From an optimization exercise on the open Yosys and OpenROAD flow, aimed at small area, a short achievable clock period and few clock cycles per item; shortcuts taken in it are not production practice.
In this exercise RTL edits were held to simulation tests only and were not proved equivalent to the original.
No activity file was given, so power comes from the tool's default toggle rates.

== main ==
## sc_reduce
module sc_reduce (
    input  wire         clk,
    input  wire         rst,
    input  wire         in_valid,
    output wire         in_ready,
    input  wire [255:0] in_data,
    output wire         out_valid,
    input  wire         out_ready,
    output wire [255:0] out_data
);
    reg         v;       
    reg         fx;      
    reg [252:0] r;       
    reg         rb;      
    wire hold = v & ~out_ready;          
    wire [3:0]   h  = in_data[255:252];
    wire [128:0] xl = (fx | hold) ? r[128:0] : in_data[128:0];
    wire [122:0] xu = in_data[251:129];
    reg  [128:0] th;     
    always @(*) begin
        case (h)
            4'd0: th = 129'h0;
            4'd1: th = 129'h14def9dea2f79cd65812631a5cf5d3ed;
            4'd2: th = 129'h29bdf3bd45ef39acb024c634b9eba7da;
            4'd3: th = 129'h3e9ced9be8e6d6830837294f16e17bc7;
            4'd4: th = 129'h537be77a8bde735960498c6973d74fb4;
            4'd5: th = 129'h685ae1592ed6102fb85bef83d0cd23a1;
            4'd6: th = 129'h7d39db37d1cdad06106e529e2dc2f78e;
            4'd7: th = 129'h9218d51674c549dc6880b5b88ab8cb7b;
            4'd8: th = 129'ha6f7cef517bce6b2c09318d2e7ae9f68;
            4'd9: th = 129'hbbd6c8d3bab4838918a57bed44a47355;
            4'd10: th = 129'hd0b5c2b25dac205f70b7df07a19a4742;
            4'd11: th = 129'he594bc9100a3bd35c8ca4221fe901b2f;
  ...
Size in the first run: roughly 3000 cells after synthesis, ~260 flip-flops, ~20000 µm² of cells after synthesis.
clock: 10.0 ns
lec_check: 0
abc_area: 1
cap_margin: 20
core_margin: 2
core_utilization: 40
slew_margin: 20
synth_hierarchical: 1
standard.sh (not shown) runs the stock make flow with config.mk's settings and CLKGATE_MAP_FILE= SYNTH_SCRIPT=/design/flow/synth_recipe.tcl, a recipe that flattens the netlist after the stock synthesis.
==> flow/flow/run.sh <==
#!/bin/bash
# Layout flow: the standard layout (standard.sh), with these changes:
#  - synthesis without the full/half-adder extraction (ADDER_MAP_FILE empty),
#    so ABC maps the hand-built prefix adder itself;
#  - port buffers are buf_1 cells;
set -euo pipefail
bash standard.sh ADDER_MAP_FILE= \
  'BUFFER_PORTS_ARGS=-buffer_cell sky130_fd_sc_hd__buf_1' \
  SETUP_SLACK_MARGIN=5.6 \
  finish > flow_make.log 2>&1
main did not stop at any stage, and its layout met the timing, design-rule and antenna checks.
Testbench counts of main, summed over its fixed seeds: cycles 1,608, values 1,600.
Input-level comparison between the feature branch and main:
# main
export LEC_CHECK = 0
export ABC_AREA = 1
export CAP_MARGIN = 20
export CORE_MARGIN = 2
export CORE_UTILIZATION = 40
export SLEW_MARGIN = 20
export SYNTH_HIERARCHICAL = 1
create_clock -name core_clock -period 10.0 [get_ports {clk}]
# the feature branch
export LEC_CHECK = 0
export ABC_AREA = 1
export CAP_MARGIN = 20
export CORE_MARGIN = 2
export CORE_UTILIZATION = 60
export CTS_BUF_LIST = sky130_fd_sc_hd__clkbuf_4 sky130_fd_sc_hd__clkbuf_8
export SETUP_SLACK_MARGIN = 5
export SLEW_MARGIN = 20
export SYNTH_HIERARCHICAL = 1
create_clock -name core_clock -period 10.0 [get_ports {clk}]
==> flow/flow/run.sh <==
#!/bin/bash
# Layout flow: the standard layout (standard.sh), with two changes:
#  - synthesis without the full/half-adder extraction (ADDER_MAP_FILE empty),
#    so ABC maps the hand-built prefix adder itself;
#  - port buffers are buf_1 cells.
# Every register, its name and cell type are those of the standard synthesis.
set -euo pipefail
bash standard.sh ADDER_MAP_FILE= \
  'BUFFER_PORTS_ARGS=-buffer_cell sky130_fd_sc_hd__buf_1' \
  finish > flow_make.log 2>&1
--- outcome ---
- Comparing the feature branch and main, the higher flip-flop and latch share of the layout cell area is on the feature branch.
- The feature branch vs. main: clock group share of total power went up by 1.4 points, design area down about 20%, setup slack lower, last weighted congestion value of the routability-driven placer climbed about 6%.
- Per the comparison of the feature branch with main, wire length of the first global-routing pass decreased by 11000 µm relative to the old numbers, height of the die moved down, minimum setup slack after placement lost 390 ps.
- Compared the feature branch vs main, and worst-case register-to-register setup slack is down in the feature branch.
- Summary of the comparison: total number of cells along the worst setup path is lower in the feature branch, relative to main.
- Reported net switching power for the feature branch: about 11% down relative to main

---

Another version of the RTL of sc_reduce (not shown whole).
For scale: roughly 520 I/O pins, about 0.020 sq mm of cells after synthesis.
==> flow/design.v (excerpt) <==
module sc_reduce (
    input  wire         clk,
    input  wire         rst,
    input  wire         in_valid,
    output wire         in_ready,
    input  wire [255:0] in_data,
    output wire         out_valid,
    input  wire         out_ready,
    output wire [255:0] out_data
);
    reg         v;       
    reg         fx;      
    reg [252:0] r;       
    reg         rb;      
    wire hold = v & ~out_ready;          
    wire [3:0]   h  = in_data[255:252];
    wire [128:0] xl = (fx | hold) ? r[128:0] : in_data[128:0];
    wire [122:0] xu = in_data[251:129];
    reg  [128:0] th;     
    always @(*) begin
        case (h)
            4'd0: th = 129'h0;
            4'd1: th = 129'h14def9dea2f79cd65812631a5cf5d3ed;
            4'd2: th = 129'h29bdf3bd45ef39acb024c634b9eba7da;
            4'd3: th = 129'h3e9ced9be8e6d6830837294f16e17bc7;
            4'd4: th = 129'h537be77a8bde735960498c6973d74fb4;
            4'd5: th = 129'h685ae1592ed6102fb85bef83d0cd23a1;
            4'd6: th = 129'h7d39db37d1cdad06106e529e2dc2f78e;
            4'd7: th = 129'h9218d51674c549dc6880b5b88ab8cb7b;
            4'd8: th = 129'ha6f7cef517bce6b2c09318d2e7ae9f68;
            4'd9: th = 129'hbbd6c8d3bab4838918a57bed44a47355;
            4'd10: th = 129'hd0b5c2b25dac205f70b7df07a19a4742;
            4'd11: th = 129'he594bc9100a3bd35c8ca4221fe901b2f;
            4'd12: th = 129'hfa73b66fa39b5a0c20dca53c5b85ef1c;
            4'd13: th = 129'h10f52b04e4692f6e278ef0856b87bc309;
            4'd14: th = 129'h12431aa2ce98a93b8d1016b71157196f6;
            4'd15: th = 129'h13910a40b8c82308f2913ce8b72676ae3;
            default: th = 129'h0;
        endcase
    end
    wire [128:0] t = fx ? 129'h1eb2106215d086329a7ed9ce5a30a2c13 : hold ? 129'd0 : th;    
    wire [128:0] d_g;
    wire [128:0] d_k;
    assign d_g = xl & ~t;   
    assign d_k = ~(xl ^ t);  
    wire d_G0_0 = d_g[3] | d_k[3] & (d_g[2] | d_k[2] & (d_g[1] | d_k[1] & (d_g[0])));
    wire d_P0_0 = d_k[3] & d_k[2] & d_k[1] & d_k[0];
    wire d_G1_0 = d_g[7] | d_k[7] & (d_g[6] | d_k[6] & (d_g[5] | d_k[5] & (d_g[4])));
  ...
clock: 10.0 ns
lec_check: 0
abc_area: 1
cap_margin: 20
core_margin: 2
core_utilization: 40
slew_margin: 20
synth_hierarchical: 1
tns_end_percent: 0
==> flow/flow/run.sh <==
#!/bin/bash
# Layout flow: the standard layout (standard.sh), with these changes:
#  - synthesis without the full/half-adder extraction (ADDER_MAP_FILE empty),
#    so ABC maps the hand-built prefix adder itself;
#  - port buffers are buf_1 cells;
set -euo pipefail
bash standard.sh ADDER_MAP_FILE= \
  'BUFFER_PORTS_ARGS=-buffer_cell sky130_fd_sc_hd__buf_1' \
  SETUP_SLACK_MARGIN=5.4 \
  finish > flow_make.log 2>&1
Testbench counts at the start, summed over its fixed seeds: cycles 1,608, values 1,600.
Edit:
==> flow/flow/run.sh (replaced) <==
#!/bin/bash
# Layout flow: the standard layout (standard.sh), with two changes:
#  - synthesis without the full/half-adder extraction (ADDER_MAP_FILE empty),
#    so ABC maps the hand-built prefix adder itself;
#  - port buffers are buf_1 cells.
# Every register, its name and cell type are those of the standard synthesis.
set -euo pipefail
bash standard.sh ADDER_MAP_FILE= \
  'BUFFER_PORTS_ARGS=-buffer_cell sky130_fd_sc_hd__buf_1' \
  finish > flow_make.log 2>&1
- PLACE_DENSITY: unset -> 0.75
- SETUP_SLACK_MARGIN: unset -> 5
- TNS_END_PERCENT: 0 -> unset
=> Non-clock buffer count falls by 64; sequential cell count stays the same; synthesized cell count is unchanged; total power rose slightly.
Edit:
- PLACE_DENSITY: 0.75 -> unset
Result: Synthesized cell count stays the same. Total power fell by 1.3%. Design area fell by 0.37%. Setup slack loses 0.029 ns. Critical path depth rose by 2. Maximum frequency fell by 0.60%. Utilization fell by 0.17 points. Final cell count barely changes. Global-route usage fell by 0.27 points. Count of clock-buffer cells in the layout rose by 1.
Edit:
- CTS_CLUSTER_DIAMETER: unset -> 110
- CTS_CLUSTER_SIZE: unset -> 26
=> Register-to-register slack improved by 0.09 ns; count of clock-buffer cells in the layout falls by 14; via count barely changes; total power shrinks by 13%; global-route usage is lower by 0.16 points; synthesized cell count stays the same; combinational power barely changes; worst setup slack got worse by 0.018 ns; worst hold slack is better by 0.011 ns.
Edit:
- CTS_CLUSTER_DIAMETER: 110 -> 90
- CTS_CLUSTER_SIZE: 26 -> 20
Outcome:
- flip-flop and latch count stays the same
- fmax climbs slightly
- die area is unchanged
- core utilization grows by 0.33 points
Edit:
==> flow/flow/run.sh (replaced) <==
#!/bin/bash
# Layout flow: the standard layout (standard.sh), with these changes:
#  - synthesis without the full/half-adder extraction (ADDER_MAP_FILE empty),
#    so ABC maps the hand-built prefix adder itself;
#  - port buffers are buf_1 cells;
set -euo pipefail
bash standard.sh ADDER_MAP_FILE= \
  'BUFFER_PORTS_ARGS=-buffer_cell sky130_fd_sc_hd__buf_1' \
  SETUP_SLACK_MARGIN=5.4 \
  finish > flow_make.log 2>&1
- CTS_CLUSTER_DIAMETER: 90 -> unset
- CTS_CLUSTER_SIZE: 20 -> unset
- SETUP_SLACK_MARGIN: 5 -> unset
The new run went through all stages and came out clean; design area goes up by 9.6%; total power goes up by 15%; die area is unchanged; setup slack gains 0.26 ns; utilization goes up by 4.4 points; first-iteration DRC count goes up by 1.0%; global-route usage goes up by 1.9 points; non-clock buffer count goes up by 63; wire length goes up by 8.6%; via count goes up by 5.1%.

re-timing with driven ports:
In the flow no input, the clock included, has a driving cell. The finished layouts below were timed again as built, in two steps.
Step 1 (the two cells are an assumption about what drives the block):
set clk [get_ports {clk}]
set_driving_cell -lib_cell sky130_fd_sc_hd__clkbuf_16 $clk
set_driving_cell -lib_cell sky130_fd_sc_hd__buf_2 [delete_from_list [all_inputs] $clk]
Step 2 adds t to the input delays and takes it off the output delays; t is the mean of the earliest and latest rising clock arrival at the registers after step 1. Input paths then give back, and output paths get back, about the clock's delay inside the block.
Slacks: ideal ports / drivers / drivers and shift; pairs: ideal ports / drivers.
run | shift t [ns] | setup slack, ns | worst hold slack (ns)
main | 0.642 | 5.339 / 5.294 / 4.653 | 0.577 / 0.577 / 0.577
the feature branch | 0.635 | 5.047 / 4.997 / 4.519 | 0.643 / 0.643 / 0.643
the first run of note 2 | 0.631 | 5.410 / 5.350 / 4.796 | 0.584 / 0.584 / 0.584
the second run of note 2 | 0.645 | 5.164 / 5.118 / 4.520 | 0.626 / 0.626 / 0.626
the third run of note 2 | 0.637 | 5.135 / 5.119 / 4.483 | 0.623 / 0.623 / 0.623
the fourth run of note 2 | 0.578 | 5.117 / 5.092 / 4.522 | 0.634 / 0.634 / 0.634
the fifth run of note 2 | 0.586 | 5.166 / 5.108 / 4.537 | 0.620 / 0.620 / 0.620
the sixth run of note 2 | 0.609 | 5.426 / 5.349 / 4.825 | 0.593 / 0.593 / 0.593
After both steps setup and hold are still met in every run listed. The setup slack of main, which loses most, moves by -0.045 ns with the drivers and by -0.686 ns with both steps.
